What follows belongs to an exercise in optimizing a design on an open flow for small area, a short achievable clock period and few clock cycles; a production flow would make more cautious choices. The RTL was checked by simulation tests, not by an equivalence proof against the original design. Power and IR drop assume default switching activity.

==> inputs of willow <==
Design zmc_servo, start of the top module:
module zmc_servo #(
    parameter PPR      = 2000,   
    parameter S_P      = 8,      
    parameter S_C      = 8,      
    parameter N_D      = 4,      
    parameter DUTY_MAX = 4095    
) (
    input             clk,
    input             rst,
    input             in_valid,
    output            in_ready,
    input      [1:0]  in_op,
    input      [15:0] in_enc,
    input      [15:0] in_cur,
    input      [15:0] in_pos_sp,
    input      [15:0] in_limit,
    input      [15:0] kp_p,
    input      [15:0] ki_p,
    input      [15:0] kd_p,
    input      [15:0] kp_c,
    input      [15:0] ki_c,
    input      [15:0] kd_c,
    output reg        out_valid,
    output     [15:0] trk_abs,
    output     [15:0] cur_sp,
    output     [15:0] duty,
    output            bwd
);
clock: 24.0 ns
lec_check: 0
abc_clock_period_in_ps: 6000
cap_margin: 5
core_margin: 2
core_utilization: 40
place_density: 0.6
slew_margin: 5
run.sh (not shown) runs the stock make flow with config.mk's settings and CLKGATE_MAP_FILE= SYNTH_SCRIPT=/design/flow/synth_recipe.tcl, a recipe that flattens the netlist after the stock synthesis.
==> inputs of indigo, as changes to willow <==
--- a/flow/design.v
+++ b/flow/design.v
@@ -39,53 +39,46 @@
     input                    load,       
     input  signed [35:0]     num,
     input  [15:0]            den,        
     input                    hi,         
     output                   idle,
     output reg               done,       
-    output signed [35:0]     q,
-    output signed [35:0]     qx,         
-    output                   qc
+    output signed [35:0]     q
 );
     localparam NW = 36;
+    function [5:0] blen36(input [35:0] v);
+        integer i;
+        begin
+            blen36 = 6'd0;
+            for (i = 0; i < 36; i = i + 1)
+                if (v[i]) blen36 = i + 1;
+        end
+    endfunction
     function [4:0] blen16(input [15:0] v);
         integer i;
         begin
             blen16 = 5'd0;
             for (i = 0; i < 16; i = i + 1)
                 if (v[i]) blen16 = i + 1;
         end
     endfunction
-    wire [4:0]   bdm1 = blen16(den) - 5'd1;
     reg [1:0]    st;         
     reg [3:0]    cnt;
     reg [NW-1:0] m;
     reg [15:0]   r;
     reg [15:0]   dvs;
-    reg [15:0]   dvs_m1;
     reg [17:0]   dvs3;
     reg          neg, hi_q;
-    reg [1:0]    bg, bp;       
     assign idle = (st == 2'd0);
     wire [NW-1:0] mx   = m;               
-    reg  [8:0]    nz;
-    reg  [3:0]    gi;
-    integer       gk;
-    always @* begin
-        for (gk = 0; gk < 9; gk = gk + 1) nz[gk] = |mx[4*gk +: 4];
-        gi = 4'd0;
-        for (gk = 0; gk < 9; gk = gk + 1) if (nz[gk]) gi = gk;
-    end
-    wire [3:0]    nib  = mx[4*gi +: 4];
-    wire [1:0]    pos  = nib[3] ? 2'd3 : nib[2] ? 2'd2 : nib[1] ? 2'd1 : 2'd0;
-    wire signed [5:0] nsd = $signed({2'b00, gi}) - $signed({4'b0000, bg}) + $signed({5'b00000, (pos >= bp)});
-    wire [3:0]    nst  = ((nz == 9'd0) || nsd <= 0) ? 4'd0 : nsd[3:0];    
+    wire [5:0]    bn   = blen36(mx);
+    wire [4:0]    bd   = blen16(dvs);
+    wire signed [7:0] nit = $signed({2'b00, bn}) - $signed({3'b000, bd}) + 8'sd1;
+    wire [3:0]    nst  = (nit <= 0) ? 4'd0 : ((nit[6:0] + 7'd3) >> 2);    
     wire [6:0]    sh   = NW - {nst, 2'b00};
     wire [NW+15:0] ld  = {16'd0, mx} << sh;
-    wire [NW-1:0]  pad = neg ? ~({NW{1'b1}} << sh) : {NW{1'b0}};
-    wire [1:0]     qi  = {2{neg}};
     reg [15:0]   rs [0:2];
     reg [NW-1:0] ms [0:2];
     integer k;
     always @* begin
         rs[0] = r;
         ms[0] = m;
@@ -95,48 +88,44 @@
             s  = {rs[k], ms[k][NW-1:NW-2]};
             t1 = {1'b0, s} - {3'b000, dvs};
             t2 = {1'b0, s} - {2'b00, dvs, 1'b0};
             t3 = {1'b0, s} - {1'b0, dvs3};
             if (!t3[18]) begin
                 rs[k+1] = t3[15:0];
-                ms[k+1] = {ms[k][NW-3:0], 2'b11 ^ qi};
+                ms[k+1] = {ms[k][NW-3:0], 2'b11};
             end else if (!t2[18]) begin
                 rs[k+1] = t2[15:0];
-                ms[k+1] = {ms[k][NW-3:0], 2'b10 ^ qi};
+                ms[k+1] = {ms[k][NW-3:0], 2'b10};
             end else if (!t1[18]) begin
                 rs[k+1] = t1[15:0];
-                ms[k+1] = {ms[k][NW-3:0], 2'b01 ^ qi};
+                ms[k+1] = {ms[k][NW-3:0], 2'b01};
             end else begin
                 rs[k+1] = s[15:0];
-                ms[k+1] = {ms[k][NW-3:0], 2'b00 ^ qi};
+                ms[k+1] = {ms[k][NW-3:0], 2'b00};
             end
         end
     end
-    wire        cin  = hi_q ? 1'b0 : (neg ? (r != dvs_m1) : (r != 16'd0));
-    assign qx = m;
-    assign qc = cin;
-    assign q  = qx + {{(NW-1){1'b0}}, cin};
+    wire [15:0] dm1  = dvs - 16'd1;
+    wire        cin  = hi_q ? 1'b0 : (neg ? (r != dm1) : (r != 16'd0));
+    assign q = (neg ? ~m : m) + {{(NW-1){1'b0}}, cin};
     always @(posedge clk) begin
         if (rst) begin
             st   <= 2'd0;
             done <= 1'b0;
             cnt  <= 4'd0;
             m    <= {NW{1'b0}};
             r    <= 16'd0;
             dvs  <= 16'd0;
-            dvs_m1 <= 16'd0;
             dvs3 <= 18'd0;
             neg  <= 1'b0;
             hi_q <= 1'b0;
-            bg   <= 2'd0;
-            bp   <= 2'd0;
         end else begin
             done <= 1'b0;
             case (st)
                 2'd1: begin
-                    m    <= ld[NW-1:0] | pad;
+                    m    <= ld[NW-1:0];
                     r    <= ld[NW+15:NW];
                     cnt  <= nst;
                     dvs3 <= {2'b00, dvs} + {1'b0, dvs, 1'b0};
                     if (nst == 4'd0) begin
                         done <= 1'b1;
                         st   <= 2'd0;
@@ -157,15 +146,12 @@
             endcase
             if (load) begin
                 m    <= num[35] ? ~num : num;
                 neg  <= num[35];
                 hi_q <= hi;
                 dvs  <= den;
-                bg   <= bdm1[3:2];
-                bp   <= bdm1[1:0];
-                dvs_m1 <= den - 16'd1;
                 st   <= 2'd1;
             end
         end
     end
 endmodule
 module zmc_servo #(
@@ -309,26 +295,19 @@
         .idle(), .done(dv_done), .q(qv)
     );
     wire signed [31:0] icur = dloop ? c_integ : p_integ;
     wire signed [35:0] ic36 = icur;
     wire signed [31:0] inew = dhi ? ((qv < ic36) ? ((qv < -36'sd2147483648) ? 32'sh80000000 : qv[31:0]) : icur)
                                   : ((qv > ic36) ? ((qv > 36'sd2147483647)  ? 32'sh7fffffff : qv[31:0]) : icur);
-    reg        pnd, pnd_fire, pnd_zero;
-    reg [10:0] pnd_val;
     wire is_run    = (op_q == OP_RUN);
-    wire nr_go     = !pnd && !pnd_fire;
-    wire done_main = (st == S_T1 && !is_run && nr_go) || (st == S_CMPC);
+    wire done_main = (st == S_T1 && !is_run && div_idle) || (st == S_CMPC);
     assign in_ready = (st == S_IDLE) || done_main;
     wire accept    = in_valid && in_ready;
     always @(posedge clk) begin
         if (rst) begin
             st        <= S_IDLE;
-            pnd       <= 1'b0;
-            pnd_fire  <= 1'b0;
-            pnd_zero  <= 1'b0;
-            pnd_val   <= 11'd0;
             mcnt      <= 2'd0;
             mfirst    <= 1'b0;
             out_valid <= 1'b0;
             op_q      <= 2'd0;
             enc_q     <= 16'd0;
             pos_q     <= 16'd0;
@@ -363,65 +342,37 @@
             if (dv_done) begin
                 if (dloop) c_integ <= inew;
                 else       p_integ <= inew;
                 if (dcmpl) out_valid <= 1'b1;
                 dbusy <= 1'b0;
             end
-            if (dv_done && pnd) begin
-                pnd      <= 1'b0;
-                pnd_fire <= 1'b1;
-            end
-            if (pnd_fire) begin
-                pnd_fire  <= 1'b0;
-                trk_o     <= pnd_val;
-                out_valid <= 1'b1;
-                if (pnd_zero) begin
-                    c_integ <= 32'sd0;
-                    c_ep    <= 18'sd0;
-                    c_dv    <= 19'sd0;
-                    c_dc    <= 2'd0;
-                end
-            end
             case (st)
                 S_T1: begin
                     case (op_q)
                         OP_TRACK, OP_RUN: trk <= raw;
                         OP_TRESET:        trk <= 11'd0;
                         default: ;
                     endcase
                     if (is_run) begin
                         e_m <= pe_s;
                         st  <= S_T3P;
                     end
-                    else if (nr_go) begin
+                    else if (div_idle) begin
                         if (op_q == OP_ZERO) begin
-                            p_integ <= 32'sd0;
-                            p_ep    <= 18'sd0;
-                            p_dv    <= 19'sd0;
-                            p_dc    <= 2'd0;
-                        end
-                        if (div_idle) begin
-                            if (op_q == OP_ZERO) begin
-                                c_integ <= 32'sd0;
-                                c_ep    <= 18'sd0;
-                                c_dv    <= 19'sd0;
-                                c_dc    <= 2'd0;
-                            end
-                            trk_o     <= (op_q == OP_TRACK) ? raw : (op_q == OP_TRESET) ? 11'd0 : trk;
-                            out_valid <= 1'b1;
-                        end else begin
-                            pnd_zero <= (op_q == OP_ZERO);
-                            pnd_val  <= (op_q == OP_TRACK) ? raw : (op_q == OP_TRESET) ? 11'd0 : trk;
-                            if (dv_done) pnd_fire <= 1'b1;
-                            else         pnd      <= 1'b1;
+                            p_integ <= 32'sd0; c_integ <= 32'sd0;
+                            p_ep    <= 18'sd0; c_ep    <= 18'sd0;
+                            p_dv    <= 19'sd0; c_dv    <= 19'sd0;
+                            p_dc    <= 2'd0;   c_dc    <= 2'd0;
                         end
-                        st <= S_IDLE;
+                        trk_o     <= (op_q == OP_TRACK) ? raw : (op_q == OP_TRESET) ? 11'd0 : trk;
+                        out_valid <= 1'b1;
+                        st        <= S_IDLE;
                     end
                 end
                 S_T3P, S_T3C: begin
-                    if (st == S_T3P || (div_idle && nr_go)) begin
+                    if (st == S_T3P || div_idle) begin
                         if (lc) begin
                             c_integ <= i_sat; c_ep <= ep_new; c_dv <= d_new; c_dc <= dc_new;
                         end else begin
                             p_integ <= i_sat; p_ep <= ep_new; p_dv <= d_new; p_dc <= dc_new;
                         end
                         mcnt   <= g_top;
==> flow/config.mk (replaced) <==
export PLATFORM = sky130hd
export DESIGN_NAME = zmc_servo
export DESIGN_NICKNAME = zmc_servo
export VERILOG_FILES = /design/flow/design.v
export SDC_FILE = /design/flow/constraint.sdc
export NUM_CORES = 4
export LEC_CHECK = 0
export ABC_CLOCK_PERIOD_IN_PS = 6000
export CAP_MARGIN = 20
export CORE_MARGIN = 2
export CORE_UTILIZATION = 40
export PLACE_DENSITY = 0.6
export SLEW_MARGIN = 20
==> inputs of xenon, as changes to willow <==
==> flow/config.mk (replaced) <==
export PLATFORM = sky130hd
export DESIGN_NAME = zmc_servo
export DESIGN_NICKNAME = zmc_servo
export VERILOG_FILES = /design/flow/design.v
export SDC_FILE = /design/flow/constraint.sdc
export NUM_CORES = 4
export LEC_CHECK = 0
export ABC_CLOCK_PERIOD_IN_PS = 6000
export CAP_MARGIN = 20
export CORE_MARGIN = 2
export CORE_UTILIZATION = 40
export PLACE_DENSITY = 0.6
export SLEW_MARGIN = 20
==> summary.txt <==
- First-iteration DRC count: xenon < indigo < willow.
- Power: indigo < willow < xenon.
- The lowest hold slack belongs to xenon, the highest to indigo.
- Die area: indigo is smaller than xenon (about 1.1%).
- Utilization: xenon > indigo > willow.
- Critical path depth is the same in xenon and willow.
- Against willow, the clock power of indigo is lower by about 5%.
- Clock skew: willow is lower than indigo (0.023 ns).
- The highest global-route usage belongs to xenon, the lowest to indigo.
==> figures <==
| item | xenon | willow | indigo |
|---|---|---|---|
| Post-detailed-route wirelength per cell | 23.53 um | 23.46 um | 21.99 um |
| Signal buf overhead | 0.04013 | 0.03988 | 0.04059 |
| Arrival time worst endpoint | 9.08 ns | 9.09 ns | 9.22 ns |
| Internal power of the cells | 2.059 mW | 2.028 mW | 1.911 mW |
| Crit path largest cell delay | 0.84 ns | 0.85 ns | 0.91 ns |
| Number of flip-flops and latches | 625 | 625 | 591 |
| Share of the synthesized area in compound gates (AO/OA/AOI/OAI) | 0.2021 | 0.2021 | 0.2029 |
| Grt met3 use | 0.05191 | 0.05242 | 0.04407 |
| Share of cells above drive strength 1 | 0.05716 | 0.05601 | 0.05656 |
| Number of antenna violations at the first check in global routing | 7 | 8 | 1 |
| Seq area share | 0.1890 | 0.1893 | 0.1819 |
| Proportion of cell area occupied by multi-input gates | 0.6680 | 0.6688 | 0.6723 |
| Status | timing/DRC/antenna clean | timing/DRC/antenna clean | timing/DRC/antenna clean |
| Start point of the worst hold path | pnd_val[7]$_SDFFE_PP0P_ | pnd_val[7]$_SDFFE_PP0P_ | kdc_q[0]$_SDFFE_PP0P_ |
| Total routing resource utilization after global routing | 0.2806 | 0.2802 | 0.2636 |
| Post-Synthesis Cell Area | 0.06420 sq mm | 0.06420 sq mm | 0.06346 sq mm |
| Post-Syn Instances | 7,721 | 7,721 | 7,740 |
| Final Power | 3.066 mW | 3.025 mW | 2.839 mW |
| Post-Place Worst Slack | 15.45 ns | 15.43 ns | 15.52 ns |
| Clock input transition at the sequential cells of the worst setup and hold paths | 0.07 ns | 0.06 ns | 0.06 ns |
Testbench counts of willow, summed over its fixed seeds: cycles 129,763.
Testbench counts of indigo, summed over its fixed seeds: cycles 135,526.
Testbench counts of xenon, summed over its fixed seeds: cycles 129,763.

[what the ideal ports hide]
In the flow no input, the clock included, has a driving cell. The finished layouts below were timed again as built, in two steps. Step 1 sets driving cells, clkbuf_16 on the clock port and buf_2 on the other inputs (assumed; they add their load-dependent delay and slew). Step 2 adds t to the input delays and takes it off the output delays; t is the mean of the earliest and latest rising clock arrival at the registers after step 1. Input paths then give back, and output paths get back, about the clock's delay inside the block. Slacks: no drivers / after step 1 / after step 2; pairs: no drivers / after step 1.
| run | shift t [ns] | setup WS [ns] | slew at the worst register clock pin (ns) | worst slew at a driven data input, ns |
|---|---|---|---|---|
| willow | 0.784 | 15.365 / 15.365 / 15.339 | 0.07 / 0.07 | 0.12 |
| indigo | 0.758 | 15.353 / 15.353 / 15.353 | 0.07 / 0.07 | 0.13 |
| xenon | 0.791 | 15.376 / 15.376 / 15.289 | 0.07 / 0.07 | 0.11 |
After both steps setup and hold are still met in every run listed. For xenon, which loses most, drivers alone change the setup slack by 0.000 ns; drivers and shift together by -0.087 ns.
